This design comes from an exercise in tuning for small area on the open sky130 flow, not from production work. In this exercise RTL edits were held to simulation tests only and were not proved equivalent to the original. Power is estimated from default activity; no workload was simulated.

File: flow/run.sh
#!/bin/bash
# synth_recipe.tcl (not shown) runs the flow's synth.tcl, then flattens the netlist and writes it again
# the make line also repeats each setting of config.mk as NAME=value (left out here)
make -C /OpenROAD-flow-scripts/flow DESIGN_CONFIG=/design/flow/config.mk WORK_HOME=/design/flow/orfs CLKGATE_MAP_FILE= SYNTH_SCRIPT=/design/flow/synth_recipe.tcl finish
File: flow/config.mk
export PLATFORM = sky130hd
export DESIGN_NAME = iotkv_core
export DESIGN_NICKNAME = iotkv_core
export VERILOG_FILES = /design/flow/design.v
export SDC_FILE = /design/flow/constraint.sdc
export NUM_CORES = 4
export LEC_CHECK = 0
export CAP_MARGIN = 20
export CORE_MARGIN = 2
export CORE_UTILIZATION = 40
export SLEW_MARGIN = 20
File: flow/constraint.sdc
create_clock -name core_clock -period 15.0 [get_ports {clk}]
set_input_delay 3.0000 -clock core_clock [delete_from_list [all_inputs] [get_ports {clk}]]
set_output_delay 3.0000 -clock core_clock [all_outputs]
set_load 0.01 [all_outputs]
File: flow/design.v
module iotkv_event_queue #(
    parameter integer NENQ = 5,
    parameter integer KEYREQ = 3
) (
    input  wire              clk,
    input  wire              rst,
    input  wire              deq,             
    input  wire [NENQ-1:0]   enq_valid,
    input  wire [NENQ*3-1:0] enq_data,        
    output reg               key_taken,       
    output wire [2:0]        head,
    output wire              empty,
    output reg  [15:0]       drop_count
);
    localparam [3:0] QCAP = 4'd10;
    reg [3*QCAP-1:0] q_buf;           
    reg [3:0] q_count;
    assign head  = q_buf[2:0];
    assign empty = (q_count == 4'd0);
    reg [3:0]  n_count;
    reg [2:0]  n_drops;
    reg [QCAP-1:0] wr_en;
    reg [2:0]  wr_data [0:QCAP-1];
    integer i, k, m;
    always @(*) begin
        n_count   = deq ? q_count - 4'd1 : q_count;
        n_drops   = 3'd0;
        key_taken = 1'b0;
        for (k = 0; k < QCAP; k = k + 1) begin
            wr_en[k]   = 1'b0;
            wr_data[k] = 3'b000;
        end
        for (i = 0; i < NENQ; i = i + 1) begin
            if (enq_valid[i]) begin
                if (n_count == QCAP) begin
                    n_drops = n_drops + 3'd1;
                end else begin
                    if (i == KEYREQ) key_taken = 1'b1;
                    for (k = 0; k < QCAP; k = k + 1) begin
                        if (n_count == k[3:0]) begin
                            wr_en[k]   = 1'b1;
                            wr_data[k] = enq_data[3*i +: 3];
                        end
                    end
                    n_count = n_count + 4'd1;
                end
            end
        end
    end
    always @(posedge clk) begin
        for (m = 0; m < QCAP; m = m + 1) begin
            if (wr_en[m])
                q_buf[3*m +: 3] <= wr_data[m];
            else if (deq && m < QCAP - 1)
                q_buf[3*m +: 3] <= q_buf[3*((m + 1) % QCAP) +: 3];
        end
    end
    wire [16:0] drop_sum = {1'b0, drop_count} + {14'd0, n_drops};
    always @(posedge clk) begin
        if (rst) begin
            q_count    <= 4'd0;
            drop_count <= 16'd0;
        end else begin
            q_count    <= n_count;
            drop_count <= drop_sum[16] ? 16'hFFFF : drop_sum[15:0];
        end
    end
endmodule
module iotkv_debounce (
    input  wire clk,
    input  wire rst,
    input  wire sample_en,       
    input  wire s,               
    output wire edge_valid,      
    output wire pressed          
);
    reg       confirmed;
    reg [3:0] run;               
    wire diff = s ^ confirmed;
    wire full = (run == 4'd14);
    assign edge_valid = sample_en & diff & full;
    assign pressed    = !s;
    always @(posedge clk) begin
        if (rst) begin
            confirmed <= 1'b1;
            run       <= 4'd0;
        end else if (sample_en) begin
            if (!diff || full) run <= 4'd0;
            else               run <= run + 4'd1;
            if (diff && full)  confirmed <= s;
        end
    end
endmodule
module iotkv_keypad (
    input  wire       clk,
    input  wire       rst,
    input  wire       step_en,       
    input  wire       present,       
    input  wire [1:0] col,           
    input  wire [3:0] scan,          
    output wire       scanning,      
    output wire       key_valid,     
    output wire       key_digit,
    output wire       key_hash,
    output wire [3:0] key_value
);
    localparam [2:0] KP_IDLE    = 3'd0;
    localparam [2:0] KP_WAIT4   = 3'd1;
    localparam [2:0] KP_WAIT1   = 3'd4;
    localparam [2:0] KP_SCAN    = 3'd5;
    localparam [2:0] KP_RELEASE = 3'd6;
    reg [2:0] st;
    assign scanning  = (st == KP_SCAN);
    assign key_valid = step_en && scanning;
    wire [1:0] row = !scan[0] ? 2'd0 :
                     !scan[1] ? 2'd1 :
                     !scan[2] ? 2'd2 :
                     !scan[3] ? 2'd3 : 2'd0;
    wire low3 = (row != 2'd3) && (col != 2'd3);
    assign key_digit = low3 || (row == 2'd3 && col == 2'd1);
    assign key_hash  = (row == 2'd3 && col == 2'd2);
    assign key_value = low3 ? ({row, 1'b0} + {2'b00, row} + {2'b00, col} + 4'd1) : 4'd0;
    always @(posedge clk) begin
        if (rst) begin
            st <= KP_IDLE;
        end else if (step_en) begin
            case (st)
                KP_IDLE:    if (present) st <= KP_WAIT4;
                KP_WAIT1:   st <= present ? KP_SCAN : KP_IDLE;
                KP_SCAN:    st <= KP_RELEASE;
                KP_RELEASE: if (!present) st <= KP_IDLE;
                default:    st <= st + 3'd1;    
            endcase
        end
    end
endmodule
module iotkv_bus_slave (
    input  wire       clk,
    input  wire       rst,
    input  wire       ev_valid,
    input  wire [2:0] ev_kind,
    input  wire       ev_data7,
    input  wire [2:0] door_state,
    output wire       actuate,         
    output reg        tx_valid,
    output reg  [2:0] tx_state
);
    reg bus_phase;
    wire is_rx = (ev_kind == 3'd1);
    wire keep  = (ev_kind == 3'd2) || (ev_kind == 3'd3);
    assign actuate = ev_valid && is_rx && bus_phase && ev_data7;
    always @(posedge clk) begin
        tx_state <= door_state;
        if (rst) begin
            bus_phase <= 1'b0;
            tx_valid  <= 1'b0;
        end else begin
            tx_valid <= ev_valid && (ev_kind == 3'd2);
            if (ev_valid && !keep)
                bus_phase <= is_rx;
        end
    end
endmodule
module iotkv_door_fsm (
    input  wire        clk,
    input  wire        rst,
    input  wire [15:0] cfg_pin,
    input  wire        key_taken,     
    input  wire        key_digit,
    input  wire        key_hash,
    input  wire [3:0]  key_value,
    output wire        key_match,     
    input  wire        q_empty,
    input  wire [2:0]  q_head,
    output wire        deq,           
    output wire        emit_valid,    
    output wire [2:0]  emit_rec,
    output reg  [2:0]  door_state
);
    localparam [2:0] DS_CLOSED          = 3'd0;
    localparam [2:0] DS_CLOSING_STOPPED = 3'd1;
    localparam [2:0] DS_OPEN            = 3'd2;
    localparam [2:0] DS_OPENING_STOPPED = 3'd3;
    localparam [2:0] DS_OPENING         = 3'd4;
    localparam [2:0] DS_CLOSING         = 3'd5;
    reg [2:0]  digits;
    reg [9:0]  acc;
    wire        fresh   = (digits == 3'd0) || digits[2];
    wire [13:0] acc_nxt = (fresh ? 14'd0 : {acc, 3'b000} + {3'b000, acc, 1'b0})
                          + {10'd0, key_value};
    wire        eq_code = (cfg_pin[15:14] == 2'b00) && (acc_nxt == cfg_pin[13:0]);
    assign key_match = key_hash && (digits == 3'd4);
    always @(posedge clk) begin
        if (rst) begin
            digits <= 3'd0;
        end else if (key_taken) begin
            if (key_digit) begin
                if (digits == 3'd3) digits <= eq_code ? 3'd4 : 3'd5;
                else if (digits[2]) digits <= 3'd1;
                else                digits <= digits + 3'd1;
            end else if (key_hash) begin
                digits <= 3'd0;
            end
        end
        if (key_taken && key_digit)
            acc <= acc_nxt[9:0];
    end
    reg pend_valid;
    reg pend_stop;
    assign emit_valid = pend_valid;
    assign emit_rec   = {1'b1, 1'b0, pend_stop};
    assign deq        = !pend_valid && !q_empty;
    always @(posedge clk) begin
        if (rst) begin
            door_state <= DS_CLOSED;
            pend_valid <= 1'b0;
        end else if (pend_valid) begin
            pend_valid <= 1'b0;
        end else if (deq) begin
            case (q_head)
                3'b001: begin
                    pend_valid <= 1'b1;
                    pend_stop  <= door_state[2];
                end
                3'b010: door_state <= DS_CLOSED;
                3'b011: door_state <= DS_OPEN;
                3'b100: door_state <= (door_state == DS_CLOSED || door_state == DS_CLOSING_STOPPED)
                                      ? DS_OPENING : DS_CLOSING;
                3'b101: begin
                    if (door_state == DS_OPENING)      door_state <= DS_OPENING_STOPPED;
                    else if (door_state == DS_CLOSING) door_state <= DS_CLOSING_STOPPED;
                end
                default: ;
            endcase
        end
    end
endmodule
module iotkv_core (
    input  wire        clk,
    input  wire        rst,
    input  wire [15:0] cfg_pin_i,
    input  wire        tick_i,
    input  wire        lim_closed_i,
    input  wire        lim_open_i,
    input  wire [3:0]  kp_sense_i,
    output wire [3:0]  kp_sense_o,
    output wire        kp_sense_oe,
    input  wire [3:0]  kp_scan_i,
    output wire [3:0]  kp_scan_o,
    output wire        kp_scan_oe,
    input  wire        bus_ev_valid_i,
    input  wire [2:0]  bus_ev_kind_i,
    input  wire [7:0]  bus_ev_data_i,
    output wire        bus_tx_valid_o,
    output wire [7:0]  bus_tx_data_o,
    output wire [7:0]  duty_open_o,
    output wire [7:0]  duty_close_o,
    output wire [6:0]  door_state_o,
    output wire [15:0] drop_count_o
);
    reg       tk_d1;
    reg       tk_d2;
    reg       tk_cl;
    reg       tk_ol;
    reg       tk_present;
    reg [1:0] tk_col;
    wire tick_step = tk_d2;
    always @(posedge clk) begin
        tk_d1 <= tick_i;
        if (rst) tk_d2 <= 1'b0;
        else     tk_d2 <= tk_d1;
        if (tick_i) begin
            tk_cl      <= lim_closed_i;
            tk_ol      <= lim_open_i;
            tk_present <= (kp_sense_i != 4'b1111);
            tk_col     <= !kp_sense_i[0] ? 2'd0 :
                          !kp_sense_i[1] ? 2'd1 :
                          !kp_sense_i[2] ? 2'd2 :
                          !kp_sense_i[3] ? 2'd3 : 2'd0;
        end
    end
    wire cl_edge, cl_press, ol_edge, ol_press;
    iotkv_debounce u_db_cl (
        .clk(clk), .rst(rst), .sample_en(tick_step), .s(tk_cl),
        .edge_valid(cl_edge), .pressed(cl_press)
    );
    iotkv_debounce u_db_ol (
        .clk(clk), .rst(rst), .sample_en(tick_step), .s(tk_ol),
        .edge_valid(ol_edge), .pressed(ol_press)
    );
    wire       key_valid;
    wire       key_digit;
    wire       key_hash;
    wire [3:0] key_value;
    wire       scanning;
    iotkv_keypad u_kp (
        .clk(clk), .rst(rst), .step_en(tick_step),
        .present(tk_present), .col(tk_col), .scan(kp_scan_i),
        .scanning(scanning), .key_valid(key_valid),
        .key_digit(key_digit), .key_hash(key_hash), .key_value(key_value)
    );
    wire role_swapped = scanning && (tk_d1 || tk_d2);
    assign kp_scan_oe  = !role_swapped;
    assign kp_scan_o   = 4'b0000;
    assign kp_sense_oe = role_swapped;
    assign kp_sense_o  = 4'b0000;
    wire [2:0] door_state;
    wire       actuate;
    wire [2:0] tx_state;
    iotkv_bus_slave u_bus (
        .clk(clk), .rst(rst),
        .ev_valid(bus_ev_valid_i), .ev_kind(bus_ev_kind_i), .ev_data7(bus_ev_data_i[7]),
        .door_state(door_state), .actuate(actuate),
        .tx_valid(bus_tx_valid_o), .tx_state(tx_state)
    );
    assign bus_tx_data_o = {5'b00000, tx_state};
    wire [2:0] q_head;
    wire       q_empty;
    wire       deq;
    wire       emit_valid;
    wire [2:0] emit_rec;
    wire       key_match;
    wire       key_taken;
    iotkv_event_queue u_q (
        .clk(clk), .rst(rst), .deq(deq),
        .enq_valid({actuate, key_valid, ol_edge, cl_edge, emit_valid}),
        .enq_data({3'b001, {2'b00, key_match}, {1'b0, ol_press, ol_press},
                   {1'b0, cl_press, 1'b0}, emit_rec}),
        .key_taken(key_taken),
        .head(q_head), .empty(q_empty), .drop_count(drop_count_o)
    );
    iotkv_door_fsm u_fsm (
        .clk(clk), .rst(rst), .cfg_pin(cfg_pin_i),
        .key_taken(key_taken), .key_digit(key_digit), .key_hash(key_hash),
        .key_value(key_value), .key_match(key_match),
        .q_empty(q_empty), .q_head(q_head),
        .deq(deq), .emit_valid(emit_valid), .emit_rec(emit_rec),
        .door_state(door_state)
    );
    assign door_state_o = {4'b0000, door_state};
    assign duty_open_o  = {8{door_state[2] & !door_state[0]}};
    assign duty_close_o = {8{door_state[2] &  door_state[0]}};
endmodule
==> impl_metrics.csv, run 1 <==
group,metric,value,unit
placed_design,portBuffers,74,
cells_and_area,final_area,0.00872,sq mm
timing,finalSetupViolations,0,
die,rows,50,
worst_hold_path,hp-class,"flop to flop",
synth,postSynthCellCount,935,
die,die_h,143,um
power_and_ir_drop,p_int,0.000699,W
global_routing,grt_overflow_total,0,
clocking,cts_buffers,9,
timing,slew_violations,0,
critical_path,crit_path_top_delay_cell,"a211oi_1",
timing,period_needed,10.07,ns
critical_path,cp-start-kind,"flop",
drt,vias,6863,
synth,ys_ff_latch,93,
cells_and_area,antenna_cells,0,
die,die_w,143,um
critical_path,crit_type,"flop to flop",
cells_and_area,final_cells,1215,
drt,via_per_inst,5.65,
power_and_ir_drop,leakagePower,3.27,nW
placed_design,place.gp.congestion,0.915,
clocking,clk_pin_slew,0.07,ns
global_routing,antenna_found_initial,0,
drt,postRouteAntennaNets,0,
placed_design,dp_cells,1199,
synth,syn-cell-area,0.00768,sq mm
synth,synth_flop_cell,"dfxtp_1",
power_and_ir_drop,vdd_drop_max,0.0628,mV
power_and_ir_drop,clkPwrFrac,18.4,%
critical_path,worst-path-max-fanout,13,
power_and_ir_drop,switching_share,45.5,%
clocking,cts_hold_buffers,0,
critical_path,crit_family,"simple AND/OR/NAND/NOR gates",
cells_and_area,layout_commonest_cell,"nand2_1",
die,initial_core_util,40.9,%
synth,synth_edf_count,46,
cells_and_area,area_growth,13.6,%
critical_path,required,15.27,ns
power_and_ir_drop,p_sw,0.000583,W
clocking,clock_sinks,93,
critical_path,cp_num_buf_inv,4,
clocking,clk_latency,0.36,ns
clocking,clockRootBuffer,"clkbuf_16",
die,die_area,0.0203,sq mm
synth,synth.yosys.warnings,7,
clocking,post_cts_buffers,0,
timing,slew_headroom,23.9,%
global_routing,grt_max_degree,46,
clocking,cts_buffer_depth,2,
drt,dr.pass1.iters,5,
critical_path,cp-end-kind,"flop",
die,io_pins,99,
cells_and_area,final_cell_mix,"93 x nand2_1, 86 x nor2_1, 73 x clkdlybuf4s50_1, 70 x a21oi_1, 50 x ha_1",
critical_path,cpPeakStageDelay,0.62,ns
global_routing,grt_pass1_wl,31.6,mm
outcome,status,"complete, no violations",
power_and_ir_drop,combPwrFrac,51.8,%
synth,avgSynthCellArea,8.22,sq um
synth,synth.distinct_cells,79,
timing,post-route-period-util,67.1,%
cells_and_area,layout-drive-gt1-share,4.38,%
global_routing,grt_pass1_vias,6146,
drt,drtIter0Drc,569,
clocking,cts_htree_levels,3,
critical_path,r2r_slack,4.93,ns
drt,remaining_drc_errors,0,
clocking,post_cts_resized,0,
timing,max_freq,99.3,MHz
global_routing,grt_usage,19.6,%
power_and_ir_drop,total_power,0.00128,W
timing,hold_viol,0,
timing,tns,0,ns
die,fp.coreArea,0.0188,sq mm
power_and_ir_drop,power-per-cell-area,147,mW/mm^2
critical_path,crit_path_frequent_cell,"ha_1",
synth,synthArstFlopShare,0,%
critical_path,cp.arrival,10.35,ns
clocking,cts_tree,"built",
drt,drt-total-wl,19.7,mm
timing,rsz0062_at_grt,"no",
synth,ys_seq_area_share,30.2,%
timing,tightest_slew,1.11,ns
placed_design,post_dp_cell_area,0.00842,sq mm
timing,skew,0.00928,ns
cells_and_area,nNetsFinal,1072,
placed_design,hpwl,14.9,mm
flow_run,maxCapViolations,0,
power_and_ir_drop,seq_power_share,29.8,%
drt,wl_per_cell,16.3,um
==> cell families after synthesis <==
| kind of cell | share of synthesized area, % |
|---|---|
| xor+xnor | 6.48 |
| compound gates | 17.8 |
| mux | 2.05 |
| simple gates | 26.7 |
| buf+inv | 7.15 |
| flops | 30.2 |
| other cells | 0.0488 |
| fa+ha+maj | 9.45 |
==> layout make-up <==
type	count	area (sq um)
tap	234	293
clock inverter	3	23.8
clock buffer	13	283
multi-input combinational	748	4870
fill	1867	10000
timing repair buffer	76	751
sequential	93	2320
inverter	48	180
==> per-layer routing <==
metal  vias to the layer above  GRT usage [%]  routed length, um
li1                       3430              -                  -
met1                      3188           27.3               9250
met2                       220           30.8               8850
met3                        25           4.48               1310
met4                         0           4.79                337
met5                         -              0                  0
==> synthesized netlist by cell type, types with 10 or more instances <==
cell type	instances	area, sq um
nand2_1	93	349
a21oi_1	70	350
nor3_1	42	210
xnor2_1	29	254
a211oi_1	11	82.6
nor2b_1	13	81.3
nor4_1	18	113
nor3b_1	10	75.1
nor2_1	86	323
or3_1	13	81.3
a31oi_1	10	62.6
nand2b_1	15	93.8
buf_4	31	233
nand4_1	10	62.6
xor2_1	21	184
dfxtp_1	47	941
inv_1	47	176
and3_1	19	119
o21ai_0	31	155
ha_1	50	626
clkbuf_1	24	90.1
edfxtp_1	46	1380
nand3_1	37	185
==> sequential cells by signal (all words and copies together), names as in the netlist <==
| name | flops |
|---|---|
| u_fsm.door_state | 3 |
| u_fsm.pend_stop | 1 |
| u_bus.tx_valid | 1 |
| tk_d1 | 1 |
| tk_col | 2 |
| u_q.q_buf | 30 |
| u_q.q_count | 4 |
| u_db_cl.run | 4 |
| tk_ol | 1 |
| tk_cl | 1 |
| u_db_cl.confirmed | 1 |
| u_fsm.digits | 3 |
| u_bus.tx_state | 3 |
| u_fsm.pend_valid | 1 |
| u_kp.st | 3 |
| u_db_ol.confirmed | 1 |
| u_fsm.acc | 10 |
| u_bus.bus_phase | 1 |
| u_db_ol.run | 4 |
| u_q.drop_count | 16 |
| tk_present | 1 |
| tk_d2 | 1 |
==> worst reg2reg max path, delay by kind of cell (launching register included) <==
| kind | cells | cell delay, ns |
|---|---|---|
| AND/OR/NAND/NOR | 11 | 3.31 |
| XOR/XNOR | 3 | 1.13 |
| buffers and inverters | 4 | 0.43 |
| adder cells (fa/ha/maj) | 7 | 2.36 |
| flip-flops | 1 | 0.46 |
| AO/OA/AOI/OAI | 8 | 2.31 |
==> power by group through the flow <==
stage | Clock [W] | Combinational [W] | Sequential, W
floorplan | 0 | 0.000497 | 0.000367
global placement | 0 | 0.000647 | 0.000386
detailed placement | 0 | 0.000653 | 0.000387
CTS | 0.000240 | 0.000657 | 0.000381
global route | 0.000249 | 0.000734 | 0.000389
finish | 0.000235 | 0.000664 | 0.000382
==> through the flow <==
| step | hold slack [ns] | util (%) | worst slack, ns |
|---|---|---|---|
| finish | 0.412 | 46.5 | 4.93 |
| global route | 0.442 | 46.5 | 4.05 |
| CTS | 0.412 | 46.5 | 5.00 |
| detailed placement | 0.403 | 44.8 | 5.07 |
| global placement | 0.403 | 44.8 | 5.18 |
| floorplan | 0.425 | - | 6.90 |
==> worst paths after layout <==
check,to,depth (start not counted),startpoint
setup reg to reg,u_q.drop_count[8]$_SDFF_PP0_,33,u_q.q_count[0]$_SDFF_PP0_
hold reg to reg,u_bus.tx_state[1]$_DFF_P_,0,u_fsm.door_state[1]$_SDFFE_PP0P_
hold / removal,u_bus.tx_state[1]$_DFF_P_,0,u_fsm.door_state[1]$_SDFFE_PP0P_
setup / recovery,u_q.drop_count[8]$_SDFF_PP0_,33,u_q.q_count[0]$_SDFF_PP0_
==> run 2: changes to the inputs <==
--- a/flow/design.v
+++ b/flow/design.v
@@ -9,3 +9,3 @@
     input  wire [NENQ*3-1:0] enq_data,        
-    output reg               key_taken,       
+    output wire              key_taken,       
     output wire [2:0]        head,
@@ -14,16 +14,39 @@
 );
-    localparam [3:0] QCAP = 4'd10;
+    localparam integer QCAP = 10;
     reg [3*QCAP-1:0] q_buf;           
-    reg [3:0] q_count;
+    reg [3:0]        q_count;
     assign head  = q_buf[2:0];
     assign empty = (q_count == 4'd0);
-    reg [3:0]  n_count;
-    reg [2:0]  n_drops;
+    wire [3:0] base = q_count - {3'd0, deq};
+    wire [QCAP:0] base_oh;
+    genvar g;
+    generate
+        for (g = 0; g <= QCAP; g = g + 1) begin : g_oh
+            assign base_oh[g] = (base == g);
+        end
+    endgenerate
+    wire [2:0] rank [0:NENQ-1];
+    assign rank[0] = 3'd0;
+    generate
+        for (g = 1; g < NENQ; g = g + 1) begin : g_rank
+            assign rank[g] = rank[g-1] + {2'd0, enq_valid[g-1]};
+        end
+    endgenerate
+    wire [2:0] nv = rank[NENQ-1] + {2'd0, enq_valid[NENQ-1]};
+    reg [2:0]      rec [0:NENQ-1];
+    reg [NENQ-1:0] has;
+    integer r, j, k;
+    always @(*) begin
+        for (r = 0; r < NENQ; r = r + 1) begin
+            rec[r] = 3'b000;
+            has[r] = (nv > r);
+            for (j = r; j < NENQ; j = j + 1)
+                rec[r] = rec[r] | ({3{enq_valid[j] && rank[j] == r}} & enq_data[3*j +: 3]);
+        end
+    end
+    wire [4:0] key_pos = {1'b0, base} + {2'd0, rank[KEYREQ]};
+    assign key_taken = enq_valid[KEYREQ] && (key_pos < QCAP);
     reg [QCAP-1:0] wr_en;
-    reg [2:0]  wr_data [0:QCAP-1];
-    integer i, k, m;
+    reg [2:0]      wr_data [0:QCAP-1];
     always @(*) begin
-        n_count   = deq ? q_count - 4'd1 : q_count;
-        n_drops   = 3'd0;
-        key_taken = 1'b0;
         for (k = 0; k < QCAP; k = k + 1) begin
@@ -31,20 +54,14 @@
             wr_data[k] = 3'b000;
-        end
-        for (i = 0; i < NENQ; i = i + 1) begin
-            if (enq_valid[i]) begin
-                if (n_count == QCAP) begin
-                    n_drops = n_drops + 3'd1;
-                end else begin
-                    if (i == KEYREQ) key_taken = 1'b1;
-                    for (k = 0; k < QCAP; k = k + 1) begin
-                        if (n_count == k[3:0]) begin
-                            wr_en[k]   = 1'b1;
-                            wr_data[k] = enq_data[3*i +: 3];
-                        end
-                    end
-                    n_count = n_count + 4'd1;
+            for (r = 0; r < NENQ; r = r + 1)
+                if (k - r >= 0) begin
+                    wr_en[k]   = wr_en[k] | (base_oh[k - r] & has[r]);
+                    wr_data[k] = wr_data[k] | ({3{base_oh[k - r]}} & rec[r]);
                 end
-            end
         end
     end
+    wire [4:0] sum = {1'b0, base} + {2'd0, nv};
+    wire       over = (sum > QCAP);
+    wire [3:0] n_count = over ? QCAP : sum[3:0];
+    wire [2:0] n_drops = over ? sum - QCAP : 3'd0;
+    integer m;
     always @(posedge clk) begin
==> run 2 against run 1 <==
  * Worst setup slack better by 1.9 ns
  * Count of clock-buffer cells in the layout shrank 3
  * Combinational power fell by 31%
  * Critical path depth down 14
  * Register-to-register slack better by 2.8 ns
  * Power is 17% lower
  * Cell count shrank 12%
  * Maximum frequency grew 23%
  * Largest power group unchanged
  * Area after synthesis down 9.5%
  * Largest cell class unchanged
  * First-iteration DRC count decreased by 28%
==> impl_metrics.csv, run 2 <==
group,metric,value,unit
outcome,status,"complete, no violations",
worst_hold_path,hold_path.startpoint,"u_fsm.door_state[1]$_SDFFE_PP0P_",
timing,period_needed,8.22,ns
die,die_w,136,um
global_routing,antenna_found_initial,0,
power_and_ir_drop,vdd_drop_max,0.0639,mV
global_routing,grt_max_degree,42,
cells_and_area,top_regs,"u_q.q_buf: 30 flops, u_q.drop_count: 16 flops, u_fsm.acc: 10 flops",
synth,avgSynthCellArea,8.81,sq um
cells_and_area,nNetsFinal,930,
drt,postRouteAntennaNets,0,
critical_path,cp-end-kind,"flop",
placed_design,hpwl,11.9,mm
synth,synth_top_area_cell,"edfxtp_1",
drt,via_per_inst,5.40,
synth,synth_edf_count,46,
synth,synthArstFlopShare,0,%
timing,skew,0.0114,ns
critical_path,crit_type,"input port to flop",
flow_run,maxCapViolations,0,
cells_and_area,layout_commonest_cell,"nor2_1",
global_routing,grt_pass1_vias,5293,
synth,yosysMostFrequentCell,"nor2_1",
drt,dr.pass1.iters,5,
die,io_pins,99,
critical_path,cp.arrival,8.51,ns
clocking,cts_htree_levels,3,
critical_path,r2r_slack,7.69,ns
synth,synth.top_cell.area_share,19.9,%
clocking,cts_hold_buffers,0,
synth,syn-cell-area,0.00695,sq mm
die,fp.coreArea,0.0171,sq mm
die,initial_core_util,40.6,%
timing,post-route-period-util,54.8,%
synth,postSynthCellCount,789,
timing,rsz0062_at_grt,"no",
timing,finalSetupViolations,0,
global_routing,grt_usage,17.7,%
timing,max_freq,122,MHz
power_and_ir_drop,leakagePower,3.02,nW
timing,hold_viol,0,
cells_and_area,layout-drive-gt1-share,6.64,%
timing,tightest_slew,1.01,ns
worst_hold_path,whs_endpoint,"u_bus.tx_state[1]$_DFF_P_",
critical_path,reg2reg_to,"u_q.drop_count[6]$_SDFF_PP0_",
drt,wl_per_cell,14.9,um
cells_and_area,antenna_cells,0,
synth,synth_flop_cell,"dfxtp_1",
timing,slew_violations,0,
global_routing,grt_overflow_total,0,
clocking,post_cts_buffers,0,
worst_hold_path,hp-class,"flop to flop",
drt,drt-total-wl,16.0,mm
critical_path,required,15.29,ns
critical_path,cpPeakStageDelay,0.75,ns
clocking,post_cts_resized,0,
synth,synth.distinct_cells,91,
die,rows,48,
cells_and_area,top_register,"u_q.q_buf",
synth,ys_seq_area_share,33.4,%
clocking,clk_pin_slew,0.07,ns
die,die_area,0.0184,sq mm
clocking,clockRootBuffer,"clkbuf_16",
critical_path,cp_cell_sequence,"clkdlybuf4s50_1 > nand4bb_1 > nor2_1 > ha_1 > ha_1 > xnor2_1 > inv_1 > ha_1 > a221oi_1 > xnor2_1 > o31a_1 > nor2b_1 > ha_1 > fa_1 > a21oi_1 > nor2b_1 > nand4_1 > or4_1 > a21oi_1",
clocking,cts_tree,"built",
critical_path,crit_path_frequent_cell,"ha_1",
clocking,clk_latency,0.36,ns
critical_path,cp-start-kind,"input port",
drt,remaining_drc_errors,0,
cells_and_area,final_cell_mix,"78 x nor2_1, 74 x clkdlybuf4s50_1, 67 x nand2_1, 51 x inv_1, 49 x a21oi_1",
cells_and_area,area_growth,15.5,%
worst_hold_path,hold_depth,0,
clocking,cts_buffer_depth,2,
timing,slew_headroom,31.9,%
synth,synth_commonest_cells,"78 x nor2_1, 67 x nand2_1, 51 x inv_1, 49 x a21oi_1, 47 x dfxtp_1",
clocking,clock_sinks,93,
critical_path,worst-path-max-fanout,14,
critical_path,crit_path_start,"bus_ev_kind_i[2]",
synth,ys_ff_latch,93,
power_and_ir_drop,power-per-cell-area,132,mW/mm^2
global_routing,grt_pass1_wl,26.1,mm
synth,synthTopCellsByArea,"edfxtp_1 20%, dfxtp_1 14%, ha_1 7.7%, nor2_1 4.2%, nand2_1 3.6%",
die,die_h,136,um
cells_and_area,final_area,0.00803,sq mm
critical_path,crit_path_top_delay_cell,"or4_1",
cells_and_area,largest_reg_flops,30,
placed_design,place.gp.congestion,0.875,
critical_path,rr_worst_depth,20,
drt,drtIter0Drc,407,
placed_design,portBuffers,74,
drt,vias,5770,
synth,synth.yosys.warnings,8,
placed_design,post_dp_cell_area,0.00772,sq mm
timing,tns,0,ns
clocking,cts_buffers,9,
critical_path,r2r-start,"u_fsm.pend_valid$_SDFF_PP0_",
-- run 2: worst max path at each step --
| stage | end | slack (ns) | cells after the start |
|---|---|---|---|
| 2_1_floorplan | u_q.drop_count[10]$_SDFF_PP0_ | 7.88 | 21 |
| 3_3_place_gp | u_q.drop_count[1]$_SDFF_PP0_ | 6.47 | 19 |
| 3_5_place_dp | u_q.drop_count[1]$_SDFF_PP0_ | 6.46 | 19 |
| 4_1_cts | u_q.drop_count[1]$_SDFF_PP0_ | 6.83 | 19 |
| 5_1_grt | u_q.drop_count[2]$_SDFF_PP0_ | 6.24 | 19 |
| 6_report | u_q.drop_count[6]$_SDFF_PP0_ | 6.78 | 19 |
-- run 2: routing by layer --
metal / up-vias / wire [um] / GRT usage (%)
met1: 2668 / 7960 / 25.4
li1: 2930 / - / -
met2: 148 / 6930 / 26.9
met4: 0 / 306 / 6.94
met3: 24 / 766 / 2.69
met5: - / 0 / 0
-- run 2: final cells by class --
| type | instances | area, sq um |
|---|---|---|
| clock inverters | 6 | 57.6 |
| repair buffers | 77 | 763 |
| flip-flops and latches | 93 | 2320 |
| clock buffers | 10 | 250 |
| multi-input cells | 606 | 4160 |
| inverters | 52 | 195 |
| well taps | 225 | 282 |
| fillers | 1680 | 9090 |
-- run 2: power by group --
| group | switching [W] | internal [W] | total, W |
|---|---|---|---|
| Sequential | 0.0000272 | 0.000340 | 0.000368 |
| Clock | 0.000108 | 0.000127 | 0.000234 |
| Combinational | 0.000301 | 0.000159 | 0.000460 |
| Total | 0.000436 | 0.000626 | 0.00106 |
-- run 2: stage by stage --
step	util (%)	instances	hold WS [ns]	total power [W]	setup WS, ns
after floorplan	-	805	0.413	0.000711	7.88
after global placement	45.1	1053	0.391	0.000827	6.47
after detailed placement	45.1	1053	0.388	0.000826	6.46
after CTS	46.9	1069	0.401	0.00107	6.83
after global routing	46.9	1069	0.423	0.00114	6.24
final	46.9	1069	0.407	0.00106	6.78
-- run 2: critical path, delay by kind of cell --
kind | cells | cell delay [ns]
xor+xnor | 2 | 0.84
fa+ha+maj | 5 | 1.21
compound gates | 4 | 0.98
buf+inv | 2 | 0.78
simple gates | 6 | 1.69
-- run 2: logic make-up after synthesis --
logic type / count (synthesis) / share of synthesized area, %
xor gates and xnor gates: 47 / 6.14
DFF: 93 / 33.4
and+or+nand+nor: 285 / 21.1
adders and majority gates: 51 / 9.90
other: 1 / 0.0540
muxes: 22 / 3.31
AOI/OAI and AO/OA: 184 / 18.3
buffers and inverters: 106 / 7.71
==> run 3: changes to the inputs <==
--- a/flow/design.v
+++ b/flow/design.v
@@ -35,4 +35,3 @@
     wire [2:0] nv = rank[NENQ-1] + {2'd0, enq_valid[NENQ-1]};
-    reg [2:0]      rec [0:NENQ-1];
-    reg [NENQ-1:0] has;
+    reg [2:0] rec [0:NENQ-1];
     integer r, j, k;
@@ -40,6 +39,6 @@
         for (r = 0; r < NENQ; r = r + 1) begin
-            rec[r] = 3'b000;
-            has[r] = (nv > r);
-            for (j = r; j < NENQ; j = j + 1)
-                rec[r] = rec[r] | ({3{enq_valid[j] && rank[j] == r}} & enq_data[3*j +: 3]);
+            rec[r] = enq_data[3*(NENQ-1) +: 3];
+            for (j = NENQ - 2; j >= r; j = j - 1)
+                if (enq_valid[j] && rank[j] == r)
+                    rec[r] = enq_data[3*j +: 3];
         end
@@ -48,13 +47,9 @@
     assign key_taken = enq_valid[KEYREQ] && (key_pos < QCAP);
-    reg [QCAP-1:0] wr_en;
-    reg [2:0]      wr_data [0:QCAP-1];
+    reg [2:0] wr_data [0:QCAP-1];
     always @(*) begin
         for (k = 0; k < QCAP; k = k + 1) begin
-            wr_en[k]   = 1'b0;
             wr_data[k] = 3'b000;
             for (r = 0; r < NENQ; r = r + 1)
-                if (k - r >= 0) begin
-                    wr_en[k]   = wr_en[k] | (base_oh[k - r] & has[r]);
+                if (k - r >= 0)
                     wr_data[k] = wr_data[k] | ({3{base_oh[k - r]}} & rec[r]);
-                end
         end
@@ -68,6 +63,5 @@
         for (m = 0; m < QCAP; m = m + 1) begin
-            if (wr_en[m])
-                q_buf[3*m +: 3] <= wr_data[m];
-            else if (deq && m < QCAP - 1)
-                q_buf[3*m +: 3] <= q_buf[3*((m + 1) % QCAP) +: 3];
+            q_buf[3*m +: 3] <= wr_data[m]
+                | ({3{m < base}} & (deq ? (m < QCAP - 1 ? q_buf[3*((m + 1) % QCAP) +: 3] : 3'b000)
+                                         : q_buf[3*m +: 3]));
         end
@@ -94,5 +88,5 @@
     reg       confirmed;
-    reg [3:0] run;               
+    reg [3:0] run;
     wire diff = s ^ confirmed;
-    wire full = (run == 4'd14);
+    wire full = (run == 4'b1000);
     assign edge_valid = sample_en & diff & full;
@@ -102,7 +96,6 @@
             confirmed <= 1'b1;
-            run       <= 4'd0;
+            run       <= 4'b0000;
         end else if (sample_en) begin
-            if (!diff || full) run <= 4'd0;
-            else               run <= run + 4'd1;
-            if (diff && full)  confirmed <= s;
+            run <= diff ? {run[2:0], ~(run[3] ^ run[2])} : 4'b0000;
+            if (diff && full) confirmed <= s;
         end
@@ -225,5 +218,4 @@
     reg pend_valid;
-    reg pend_stop;
     assign emit_valid = pend_valid;
-    assign emit_rec   = {1'b1, 1'b0, pend_stop};
+    assign emit_rec   = {1'b1, 1'b0, door_state[2]};
     assign deq        = !pend_valid && !q_empty;
@@ -237,6 +229,3 @@
             case (q_head)
-                3'b001: begin
-                    pend_valid <= 1'b1;
-                    pend_stop  <= door_state[2];
-                end
+                3'b001: pend_valid <= 1'b1;
                 3'b010: door_state <= DS_CLOSED;
==> flow/flow/run.sh (new file) <==
#!/bin/bash
# Standard ORFS layout, with two changes: port buffers use the smallest
# buffer cell, and clock-tree synthesis uses smaller clock buffers and no
# dummy loads. Each step's output goes to its own log here.
set -euo pipefail
export BUFFER_PORTS_ARGS="-buffer_cell sky130_fd_sc_hd__buf_1"
export CTS_ARGS="-sink_clustering_enable -repair_clock_nets -buf_list sky130_fd_sc_hd__clkbuf_8 -dont_use_dummy_load"
for step in synth floorplan place cts route finish; do
  bash standard.sh "$step" > "log_${step}.txt" 2>&1
done
==> flow/standard.sh (new file) <==
#!/bin/bash
# synth_recipe.tcl (not shown) runs the flow's synth.tcl, then flattens the netlist and writes it again
# the make line also repeats each setting of config.mk as NAME=value (left out here)
make -C /OpenROAD-flow-scripts/flow DESIGN_CONFIG=/design/flow/config.mk WORK_HOME=/design/flow/orfs CLKGATE_MAP_FILE= SYNTH_SCRIPT=/design/flow/synth_recipe.tcl "${@:-finish}"
--- a/flow/config.mk
+++ b/flow/config.mk
@@ -9,3 +9,3 @@
 export CORE_MARGIN = 2
-export CORE_UTILIZATION = 40
+export CORE_UTILIZATION = 65
 export SLEW_MARGIN = 20
removed: flow/run.sh
==> run 3 against run 2 <==
  * Sequential power down 13%
  * Clock power down 44%
  * Critical path depth is 3 higher
  * First-iteration DRC count grew 0.25%
  * Die area fell by 44%
  * Register-to-register slack gained 0.61 ns
  * Wire length decreased by 11%
  * Maximum frequency grew 3.7%
  * Cell count down 15%
  * Power decreased by 2.9%
  * Critical endpoint is now u_q.drop_count[15]$_SDFF_PP0_
  * Largest cell class unchanged
  * Largest power group unchanged
  * Highest routed layer unchanged
==> impl_metrics.csv, run 3 <==
group,metric,value,unit
die,io_pins,99,
placed_design,place.gp.congestion,0.968,
clocking,clock_sinks,92,
synth,synth_edf_count,18,
critical_path,cp.arrival,8.14,ns
placed_design,post-place-ws,6.69,ns
clocking,cts_tree,"built",
worst_hold_path,hold_depth,0,
synth,synth.distinct_cells,73,
global_routing,grt_overflow_total,0,
cells_and_area,regArea,0.00202,sq mm
timing,hold_viol,0,
timing,period_needed,7.93,ns
global_routing,grt_pass1_wl,23.8,mm
power_and_ir_drop,total_power,0.00103,W
critical_path,crit_path_top_delay_cell,"nor4bb_1",
power_and_ir_drop,seq_power_share,31.1,%
cells_and_area,top_register,"u_q.q_buf",
cells_and_area,final_area,0.00656,sq mm
synth,yosysMostFrequentCell,"dfxtp_1",
placed_design,hpwl,10.6,mm
die,rows,35,
clocking,cts_hold_buffers,0,
die,fp.coreArea,0.00928,sq mm
critical_path,crit_path_frequent_cell,"fa_1",
cells_and_area,final_cell_mix,"74 x dfxtp_1, 73 x buf_1, 70 x nand2_1, 65 x a21oi_1, 52 x nor2_1",
power_and_ir_drop,switching_share,46.0,%
worst_hold_path,whs_endpoint,"u_bus.tx_state[1]$_DFF_P_",
die,die_w,102,um
synth,ys_ff_latch,92,
critical_path,reg2reg_to,"u_q.drop_count[15]$_SDFF_PP0_",
synth,synth_top_area_cell,"dfxtp_1",
worst_hold_path,hp-class,"flop to flop",
critical_path,cpPeakStageDelay,0.51,ns
cells_and_area,layout-drive-gt1-share,3.70,%
drt,via_per_inst,6.01,
critical_path,cp_num_buf_inv,2,
critical_path,crit_family,"adder cells",
placed_design,post_dp_cell_area,0.00643,sq mm
die,die_h,102,um
critical_path,r2r-start,"tk_d2$_SDFF_PP0_",
synth,synth.yosys.warnings,8,
critical_path,cp-end-kind,"flop",
critical_path,cp-start-kind,"input port",
synth,synth_flop_cell,"dfxtp_1",
power_and_ir_drop,leakagePower,2.61,nW
synth,avgSynthCellArea,8.51,sq um
global_routing,grt_max_degree,42,
power_and_ir_drop,combPwrFrac,56.2,%
timing,finalSetupViolations,0,
drt,vias,5483,
synth,synthArstFlopShare,0,%
critical_path,required,15.21,ns
synth,synth.top_cell.area_share,23.8,%
cells_and_area,multi_input_area,0.00378,sq mm
cells_and_area,layout_commonest_cell,"dfxtp_1",
cells_and_area,largest_reg_flops,27,
synth,syn-cell-area,0.00623,sq mm
global_routing,antenna_found_initial,0,
cells_and_area,antenna_cells,0,
critical_path,cp_cell_sequence,"buf_1 > nand2b_1 > nor3b_1 > nand3_1 > fa_1 > fa_1 > inv_1 > fa_1 > xnor2_1 > ha_1 > a31oi_1 > o21ai_0 > a31oi_1 > ha_1 > a21o_1 > a21oi_1 > nor4bb_1 > and3_1 > and2_1 > nand4_1 > nor3_1 > a211oi_1",
timing,rsz0062_at_grt,"no",
timing,slew_violations,0,
cells_and_area,fillers,798,
cells_and_area,area_growth,5.26,%
timing,tns,0,ns
timing,slew_headroom,31.2,%
clocking,clk_latency,0.36,ns
worst_hold_path,hold_path.startpoint,"u_fsm.door_state[1]$_SDFFE_PP0P_",
clocking,cts_htree_levels,3,
synth,synth_commonest_cells,"74 x dfxtp_1, 70 x nand2_1, 65 x a21oi_1, 52 x nor2_1, 41 x inv_1",
drt,drtIter0Drc,408,
timing,skew,0.0282,ns
clocking,post_cts_resized,0,
die,initial_core_util,67.1,%
drt,remaining_drc_errors,0,
clocking,cts_buffer_depth,2,
timing,post-route-period-util,52.9,%
timing,max_freq,126,MHz
cells_and_area,nNetsFinal,876,
drt,drt-total-wl,14.3,mm
clocking,clockRootBuffer,"clkbuf_8",
flow_run,maxCapViolations,0,
timing,tightest_slew,1.03,ns
timing,worst_slack,7.07,ns
drt,postRouteAntennaNets,0,
synth,postSynthCellCount,732,
power_and_ir_drop,power-per-cell-area,157,mW/mm^2
outcome,status,"complete, no violations",
synth,synthTopCellsByArea,"dfxtp_1 24%, edfxtp_1 8.7%, ha_1 8.0%, a21oi_1 5.2%, nand2_1 4.2%",
power_and_ir_drop,vdd_drop_max,0.157,mV
critical_path,rr_worst_depth,22,
synth,ys_seq_area_share,32.4,%
clocking,post_cts_buffers,0,
timing,timing.hold.ws,0.378,ns
critical_path,r2r_slack,8.30,ns
power_and_ir_drop,p_sw,0.000475,W
clocking,cts_buffers,9,
critical_path,crit_type,"input port to flop",
critical_path,worst-path-max-fanout,4,
power_and_ir_drop,p_int,0.000557,W
drt,dr.pass1.iters,5,
cells_and_area,top_regs,"u_q.q_buf: 27 flops, u_q.drop_count: 16 flops, u_fsm.acc: 10 flops",
global_routing,grt_pass1_vias,5215,
placed_design,portBuffers,74,
die,die_area,0.0104,sq mm
global_routing,grt_usage,28.5,%
power_and_ir_drop,clkPwrFrac,12.7,%
clocking,clk_pin_slew,0.09,ns
drt,wl_per_cell,15.7,um
run 3: cell count changes after synthesis, sizes merged, moves of 7 or more:
cell | before | now
dfxtp | 47 | 74
edfxtp | 46 | 18
nor2 | 79 | 52
mux2i | 14 | 23
o21ai | 35 | 28
o221ai | 4 | 15
nand3 | 27 | 36
inv | 51 | 41
mux2 | 8 | 1
a211oi | 16 | 6
a21oi | 49 | 66
run 3: cell families (layout without fill, tap and decap cells):
kind of cell	count (synthesis)	in the layout	synth area share, %
adders and majority gates	50	50	11.2
AOI/OAI and AO/OA	165	165	16.5
other	1	17	0.0602
and+or+nand+nor	264	264	22.0
xor gates and xnor gates	41	41	6.00
buffers and inverters	95	130	7.83
muxes	24	24	3.87
DFF	92	92	32.4
run 3: per-stage QoR:
step	utilization [%]	instances
final	70.7	912
after global routing	70.7	912
after CTS	70.6	911
after detailed placement	69.2	902
after global placement	69.2	902
after floorplan	-	748
run 3: worst max-delay path by stage:
stage	start	to	slack, ns	cells after the start
2_1_floorplan	bus_ev_kind_i[2]	u_q.drop_count[10]$_SDFF_PP0_	7.30	22
3_3_place_gp	bus_ev_kind_i[2]	u_q.drop_count[15]$_SDFF_PP0_	6.84	22
3_5_place_dp	bus_ev_kind_i[2]	u_q.drop_count[15]$_SDFF_PP0_	6.69	22
4_1_cts	bus_ev_kind_i[2]	u_q.drop_count[15]$_SDFF_PP0_	7.08	22
5_1_grt	bus_ev_kind_i[2]	u_q.drop_count[15]$_SDFF_PP0_	6.50	24
6_report	bus_ev_kind_i[2]	u_q.drop_count[15]$_SDFF_PP0_	7.07	22
run 3: area by class of cell:
type	count	area share, %
clock buffer	9	1.89
tap	129	2.46
timing repair buffer	78	4.71
multi-input combinational	561	57.7
sequential	92	30.8
inverter	43	2.46
run 3: power by group through the flow:
stage / Combinational, W / Sequential [W] / Clock (W)
2_1_floorplan: 0.000445 / 0.000318 / 0
5_1_grt: 0.000642 / 0.000324 / 0.000141
4_1_cts: 0.000568 / 0.000320 / 0.000134
3_5_place_dp: 0.000566 / 0.000325 / 0
6_report: 0.000580 / 0.000321 / 0.000131
3_3_place_gp: 0.000551 / 0.000324 / 0
run 3: worst reg2reg max path: cells and delay by family (launching register included):
kind | cells | cell delay, ns
AOI/OAI and AO/OA | 6 | 0.94
xor gates and xnor gates | 1 | 0.31
adders and majority gates | 6 | 2.52
buffers and inverters | 2 | 0.17
DFF | 1 | 0.69
and+or+nand+nor | 7 | 1.94
run 3: routing by layer:
layer / wire (um) / global-route usage [%] / up-vias / part of all wire (%)
met5: 0 / 0 / - / 0
li1: - / - / 2665 / -
met2: 6880 / 49.2 / 223 / 48
met1: 6210 / 36.8 / 2570 / 43
met3: 948 / 4.99 / 25 / 6.6
met4: 242 / 8.10 / 0 / 1.7
==> run 4: changes to the inputs <==
--- a/flow/config.mk
+++ b/flow/config.mk
@@ -9,3 +9,3 @@
 export CORE_MARGIN = 2
-export CORE_UTILIZATION = 65
+export CORE_UTILIZATION = 40
 export SLEW_MARGIN = 20
==> run 4 against run 3 <==
  * Largest power group unchanged
  * Count of clock-buffer cells in the layout unchanged
  * Cell area up 1.0%
  * Utilization down 27 points
  * Critical endpoint unchanged
  * Maximum frequency down 0.18%
  * Area after synthesis unchanged
  * Wire length down 3.5%
  * Power down 0.13%
  * Non-clock buffer count down 1
  * First-iteration DRC count down 17%
  * Sequential share of layout area down 0.32 points
  * Clock power about the same
  * Cell count up 6.4%
==> impl_metrics.csv, run 4 <==
group,metric,value,unit
synth,synth_flop_cell,"dfxtp_1",
timing,skew,0.0285,ns
timing,slew_headroom,34.0,%
synth,synth.yosys.warnings,8,
cells_and_area,regArea,0.00202,sq mm
timing,slew_violations,0,
cells_and_area,layout_commonest_cell,"dfxtp_1",
synth,syn-cell-area,0.00623,sq mm
drt,drt-total-wl,13.8,mm
timing,timing.hold.ws,0.400,ns
global_routing,grt_pass1_vias,4883,
global_routing,grt_pass1_wl,23.5,mm
clocking,cts_buffer_depth,2,
drt,dr.pass1.iters,5,
synth,synth_top_area_cell,"dfxtp_1",
timing,max_freq,126,MHz
critical_path,cp-end-kind,"flop",
cells_and_area,final_cell_mix,"74 x dfxtp_1, 73 x buf_1, 70 x nand2_1, 65 x a21oi_1, 51 x nor2_1",
die,fp.coreArea,0.0152,sq mm
clocking,clk_latency,0.38,ns
drt,wl_per_cell,14.2,um
clocking,cts_tree,"built",
synth,synth.distinct_cells,73,
die,rows,45,
critical_path,cp-start-kind,"input port",
power_and_ir_drop,leakagePower,2.61,nW
synth,synth_commonest_cells,"74 x dfxtp_1, 70 x nand2_1, 65 x a21oi_1, 52 x nor2_1, 41 x inv_1",
drt,vias,5292,
cells_and_area,antenna_cells,0,
drt,drtIter0Drc,337,
clocking,post_cts_buffers,0,
placed_design,hpwl,10.2,mm
timing,rsz0062_at_grt,"no",
timing,tns,0,ns
outcome,status,"complete, no violations",
global_routing,grt_usage,17.5,%
flow_run,maxCapViolations,0,
placed_design,place.gp.congestion,0.881,
power_and_ir_drop,vdd_drop_max,0.0951,mV
die,die_w,129,um
cells_and_area,largest_reg_flops,27,
clocking,cts_hold_buffers,0,
cells_and_area,top_register,"u_q.q_buf",
global_routing,antenna_found_initial,0,
cells_and_area,fin_util,43.6,%
timing,hold_viol,0,
clocking,clk_pin_slew,0.08,ns
synth,synth.top_cell.area_share,23.8,%
global_routing,grt_overflow_total,0,
synth,synthArstFlopShare,0,%
clocking,clock_sinks,92,
critical_path,cp.arrival,8.17,ns
critical_path,required,15.23,ns
synth,yosysMostFrequentCell,"dfxtp_1",
synth,postSynthCellCount,732,
critical_path,worst-path-max-fanout,4,
die,die_h,129,um
clocking,cts_buffers,9,
die,io_pins,99,
cells_and_area,multi_input_area,0.00378,sq mm
cells_and_area,top_regs,"u_q.q_buf: 27 flops, u_q.drop_count: 16 flops, u_fsm.acc: 10 flops",
synth,ys_ff_latch,92,
synth,synth_edf_count,18,
cells_and_area,fillers,1517,
timing,period_needed,7.94,ns
critical_path,crit_type,"input port to flop",
clocking,cts_htree_levels,3,
drt,remaining_drc_errors,0,
die,initial_core_util,41.0,%
cells_and_area,nNetsFinal,875,
placed_design,portBuffers,74,
worst_hold_path,hp-class,"flop to flop",
global_routing,grt_max_degree,42,
timing,tightest_slew,0.988,ns
drt,postRouteAntennaNets,0,
synth,synthTopCellsByArea,"dfxtp_1 24%, edfxtp_1 8.7%, ha_1 8.0%, a21oi_1 5.2%, nand2_1 4.2%",
synth,ys_seq_area_share,32.4,%
synth,avgSynthCellArea,8.51,sq um
die,die_area,0.0166,sq mm
power_and_ir_drop,power-per-cell-area,155,mW/mm^2
timing,post-route-period-util,52.9,%
cells_and_area,area_growth,6.36,%
clocking,post_cts_resized,0,
clocking,clockRootBuffer,"clkbuf_8",
timing,finalSetupViolations,0,
drt,via_per_inst,5.46,
cells_and_area,layout-drive-gt1-share,3.71,%
run 4: path summary, 6_finish.rpt:
kind	start	to	slack, ns	depth (start not counted)
max	bus_ev_kind_i[2]	u_q.drop_count[15]$_SDFF_PP0_	7.06	22
min reg2reg	u_fsm.door_state[1]$_SDFFE_PP0P_	u_bus.tx_state[1]$_DFF_P_	0.40	0
min	u_fsm.door_state[1]$_SDFFE_PP0P_	u_bus.tx_state[1]$_DFF_P_	0.40	0
max reg2reg	tk_d2$_SDFF_PP0_	u_q.drop_count[15]$_SDFF_PP0_	8.33	22
run 4: critical path, cell delays in order:
cell and delay (ns):
buf_1 0.07, nand2b_1 0.15, nor3b_1 0.28, nand3_1 0.20, fa_1 0.47, fa_1 0.48, inv_1 0.06, fa_1 0.47
xnor2_1 0.29, ha_1 0.20, a31oi_1 0.06, o21ai_0 0.40, a31oi_1 0.22, ha_1 0.31, a21o_1 0.10, a21oi_1 0.09
nor4bb_1 0.54, and3_1 0.27, and2_1 0.16, nand4_1 0.12, nor3_1 0.16, a211oi_1 0.07
run 4: area by class of cell:
class                   instances  area share (%)
multi-input cells             561            57.1
flip-flops and latches         92            30.5
repair buffers                 77            4.55
well taps                     188            3.55
inverters                      43            2.43
clock buffers                   9            1.87
run 4: per-layer routing:
layer / wire length, um / up-vias / GRT usage, %
met4: 257 / 0 / 5.63
met5: 0 / - / 0
met3: 726 / 18 / 3.37
met2: 6220 / 152 / 28.7
met1: 6570 / 2452 / 23.4
li1: - / 2670 / -
run 4: kinds of logic (layout without fill, tap and decap cells):
family	after synthesis	after routing	synth area share [%]
AOI/OAI and AO/OA	165	165	16.5
xor gates and xnor gates	41	41	6.00
other	1	17	0.0602
and+or+nand+nor	264	264	22.0
muxes	24	24	3.87
adders and majority gates	50	50	11.2
DFF	92	92	32.4
buffers and inverters	95	129	7.83
run 4: where the power goes:
part           internal, W  total, W  switching [W]
logic             0.000206  0.000579       0.000373
clock network    0.0000538  0.000133      0.0000795
registers         0.000296  0.000318      0.0000223
total             0.000556   0.00103       0.000474
run 4: stage by stage:
step	cells	power (W)	setup WS (ns)	cell area, sq um
final	970	0.00103	7.06	6630
after global routing	970	0.00112	6.60	6630
after global placement	961	0.000892	6.71	6500
after CTS	970	0.00103	7.08	6630
after detailed placement	961	0.000895	6.66	6500
after floorplan	748	0.000763	7.30	6290
==> run 5: changes to the inputs <==
--- a/flow/flow/run.sh
+++ b/flow/flow/run.sh
@@ -6,3 +6,3 @@
 export BUFFER_PORTS_ARGS="-buffer_cell sky130_fd_sc_hd__buf_1"
-export CTS_ARGS="-sink_clustering_enable -repair_clock_nets -buf_list sky130_fd_sc_hd__clkbuf_8 -dont_use_dummy_load"
+export CTS_ARGS="-sink_clustering_enable -repair_clock_nets -buf_list sky130_fd_sc_hd__clkbuf_8 -dont_use_dummy_load -sink_clustering_size 30 -sink_clustering_max_diameter 120"
 for step in synth floorplan place cts route finish; do
==> run 5 against run 4 <==
  * Cell area is the same
  * Critical path type unchanged
  * Area after synthesis is the same
  * Global-route usage did not move
  * Clock skew is the same
==> impl_metrics.csv, run 5 <==
group,metric,value,unit
outcome,status,"complete, no violations",
die,io_pins,99,
timing,finalSetupViolations,0,
global_routing,grt_usage,17.5,%
synth,synthArstFlopShare,0,%
timing,post-route-period-util,52.9,%
cells_and_area,layout-drive-gt1-share,3.71,%
clocking,cts_htree_levels,3,
timing,tightest_slew,0.988,ns
drt,met2_length,6.22,mm
global_routing,grt_overflow_total,0,
clocking,clock_sinks,92,
drt,wl_met1,6.57,mm
cells_and_area,largest_reg_flops,27,
clocking,clk_pin_slew,0.08,ns
clocking,clk_latency,0.38,ns
placed_design,portBuffers,74,
global_routing,grt_max_degree,42,
synth,synth_edf_count,18,
drt,drtIter0Drc,337,
synth,synth_simple_gate_area_share,22.0,%
critical_path,cp-end-kind,"flop",
timing,worst_slack,7.06,ns
synth,ys_ff_latch,92,
drt,postRouteAntennaNets,0,
synth,ys_seq_area_share,32.4,%
cells_and_area,layout_commonest_cell,"dfxtp_1",
cells_and_area,antenna_cells,0,
timing,slew_headroom,34.0,%
critical_path,cp-start-kind,"input port",
timing,skew,0.0285,ns
drt,wl_per_cell,14.2,um
flow_run,maxCapViolations,0,
timing,slew_violations,0,
synth,synth_top_area_cell,"dfxtp_1",
die,fp.coreArea,0.0152,sq mm
critical_path,crit_path_frequent_cell,"fa_1",
cells_and_area,area_growth,6.36,%
timing,tns,0,ns
drt,vias,5292,
critical_path,crit_family,"adder cells",
clocking,post_cts_buffers,0,
clocking,cts_hold_buffers,0,
drt,wl_met3,726,um
die,die_h,129,um
drt,highest_layer,"met4",
synth,synth.top_cell.area_share,23.8,%
timing,period_needed,7.94,ns
synth,synthTopCellsByArea,"dfxtp_1 24%, edfxtp_1 8.7%, ha_1 8.0%, a21oi_1 5.2%, nand2_1 4.2%",
critical_path,cp.arrival,8.17,ns
synth,synth_commonest_cells,"74 x dfxtp_1, 70 x nand2_1, 65 x a21oi_1, 52 x nor2_1, 41 x inv_1",
clocking,clockRootBuffer,"clkbuf_8",
synth,yosysMostFrequentCell,"dfxtp_1",
synth,synth_adder_area_share,11.2,%
die,rows,45,
die,initial_core_util,41.0,%
timing,rsz0062_at_grt,"no",
timing,hold_viol,0,
global_routing,antenna_found_initial,0,
cells_and_area,top_register,"u_q.q_buf",
clocking,cts_buffers,9,
timing,max_freq,126,MHz
cells_and_area,nNetsFinal,875,
critical_path,cp_num_buf_inv,2,
synth,synth_flop_cell,"dfxtp_1",
global_routing,grt_pass1_vias,4883,
placed_design,place.gp.congestion,0.881,
cells_and_area,final_cell_mix,"74 x dfxtp_1, 73 x buf_1, 70 x nand2_1, 65 x a21oi_1, 51 x nor2_1",
clocking,cts_buffer_depth,2,
die,die_w,129,um
critical_path,worst-path-max-fanout,4,
drt,via_per_inst,5.46,
drt,dr.pass1.iters,5,
worst_hold_path,hp-class,"flop to flop",
synth,synth.area.mux_share,3.87,%
critical_path,crit_path_top_delay_cell,"nor4bb_1",
power_and_ir_drop,vdd_drop_max,0.0951,mV
die,die_area,0.0166,sq mm
placed_design,post-place-ws,6.66,ns
placed_design,hpwl,10.2,mm
synth,synth.yosys.warnings,8,
clocking,post_cts_resized,0,
synth,synth-compound-area-share,16.5,%
synth,synth_xor_area_share,6.00,%
synth,synth_top_family_by_area,"simple AND/OR/NAND/NOR gates",
drt,remaining_drc_errors,0,
synth,avgSynthCellArea,8.51,sq um
cells_and_area,top_regs,"u_q.q_buf: 27 flops, u_q.drop_count: 16 flops, u_fsm.acc: 10 flops",
clocking,cts_tree,"built",
critical_path,cp_cell_sequence,"buf_1 > nand2b_1 > nor3b_1 > nand3_1 > fa_1 > fa_1 > inv_1 > fa_1 > xnor2_1 > ha_1 > a31oi_1 > o21ai_0 > a31oi_1 > ha_1 > a21o_1 > a21oi_1 > nor4bb_1 > and3_1 > and2_1 > nand4_1 > nor3_1 > a211oi_1",
global_routing,grt_pass1_wl,23.5,mm
synth,synth.distinct_cells,73,
power_and_ir_drop,leakagePower,2.61,nW
synth,syn-cell-area,0.00623,sq mm
power_and_ir_drop,power-per-cell-area,155,mW/mm^2
drt,drt-total-wl,13.8,mm
critical_path,cpPeakStageDelay,0.54,ns
critical_path,required,15.23,ns
critical_path,crit_type,"input port to flop",
synth,postSynthCellCount,732,
[run 5: cell counts after synthesis]
Identical to the previous run, type by type.
[run 5: final timing paths]
check / from / endpoint / slack, ns / cells past startpoint
max: bus_ev_kind_i[2] / u_q.drop_count[15]$_SDFF_PP0_ / 7.06 / 22
max reg2reg: tk_d2$_SDFF_PP0_ / u_q.drop_count[15]$_SDFF_PP0_ / 8.33 / 22
min: u_fsm.door_state[1]$_SDFFE_PP0P_ / u_bus.tx_state[1]$_DFF_P_ / 0.40 / 0
min reg2reg: u_fsm.door_state[1]$_SDFFE_PP0P_ / u_bus.tx_state[1]$_DFF_P_ / 0.40 / 0
[run 5: final cells by class]
| class | count | area, sq um |
|---|---|---|
| timing repair buffer | 77 | 302 |
| inverter | 43 | 161 |
| multi-input combinational | 561 | 3780 |
| fill | 1517 | 8570 |
| tap | 188 | 235 |
| sequential | 92 | 2020 |
| clock buffer | 9 | 124 |
[run 5: kinds of logic after synthesis]
family / count (synthesis)
flops: 92
mux: 24
fa+ha+maj: 50
other cells: 1
compound gates: 165
simple gates: 264
xor+xnor: 41
buf+inv: 95
[run 5: layer usage]
layer  vias to the layer above  track usage (%)
li1                       2670                -
met1                      2452             23.4
met2                       152             28.7
met3                        18             3.37
met4                         0             5.63
met5                         -                0
[run 5: power breakdown]
part           leakage [nW]  total [W]  internal [W]  switching (W)
Sequential            0.774   0.000318      0.000296      0.0000223
Clock                0.0647   0.000133     0.0000538      0.0000795
Combinational          1.77   0.000579      0.000206       0.000373
Total                  2.61    0.00103      0.000556       0.000474
[run 5: metrics by stage]
stage | cells | hold WS, ns | total power [W] | instance area (sq um) | util [%]
2_1_floorplan | 748 | 0.413 | 0.000763 | 6290 | -
3_3_place_gp | 961 | 0.395 | 0.000892 | 6500 | 42.8
3_5_place_dp | 961 | 0.391 | 0.000895 | 6500 | 42.8
4_1_cts | 970 | 0.404 | 0.00103 | 6630 | 43.6
5_1_grt | 970 | 0.419 | 0.00112 | 6630 | 43.6
6_report | 970 | 0.400 | 0.00103 | 6630 | 43.6

-- what the ideal ports hide --
Ports are ideal in the flow. The routed layouts listed here were re-timed in OpenROAD. Step 1: set_driving_cell puts a clkbuf_16 on clk and a buf_2 on each other input, an assumption about the parent block. Step 2 times the ports against the registers' clock, not the clock port: input delays grow and output delays shrink by t, the midpoint of the rising clock arrivals with the driver on. Three values: ideal ports, drivers, drivers and shift; two values: the first two.
| run | t (ns) | slack for setup (ns) | pins driven straight from the clock port |
|---|---|---|---|
| run 1 | 0.393 | 4.929 / 4.929 / 4.929 | 1 |
| run 2 | 0.392 | 6.780 / 6.796 / 6.404 | 1 |
| run 3 | 0.380 | 7.072 / 7.086 / 6.706 | 1 |
| run 4 | 0.402 | 7.058 / 7.073 / 6.671 | 1 |
| run 5 | 0.402 | 7.058 / 7.073 / 6.671 | 1 |
After both steps every run listed still meets setup and hold.
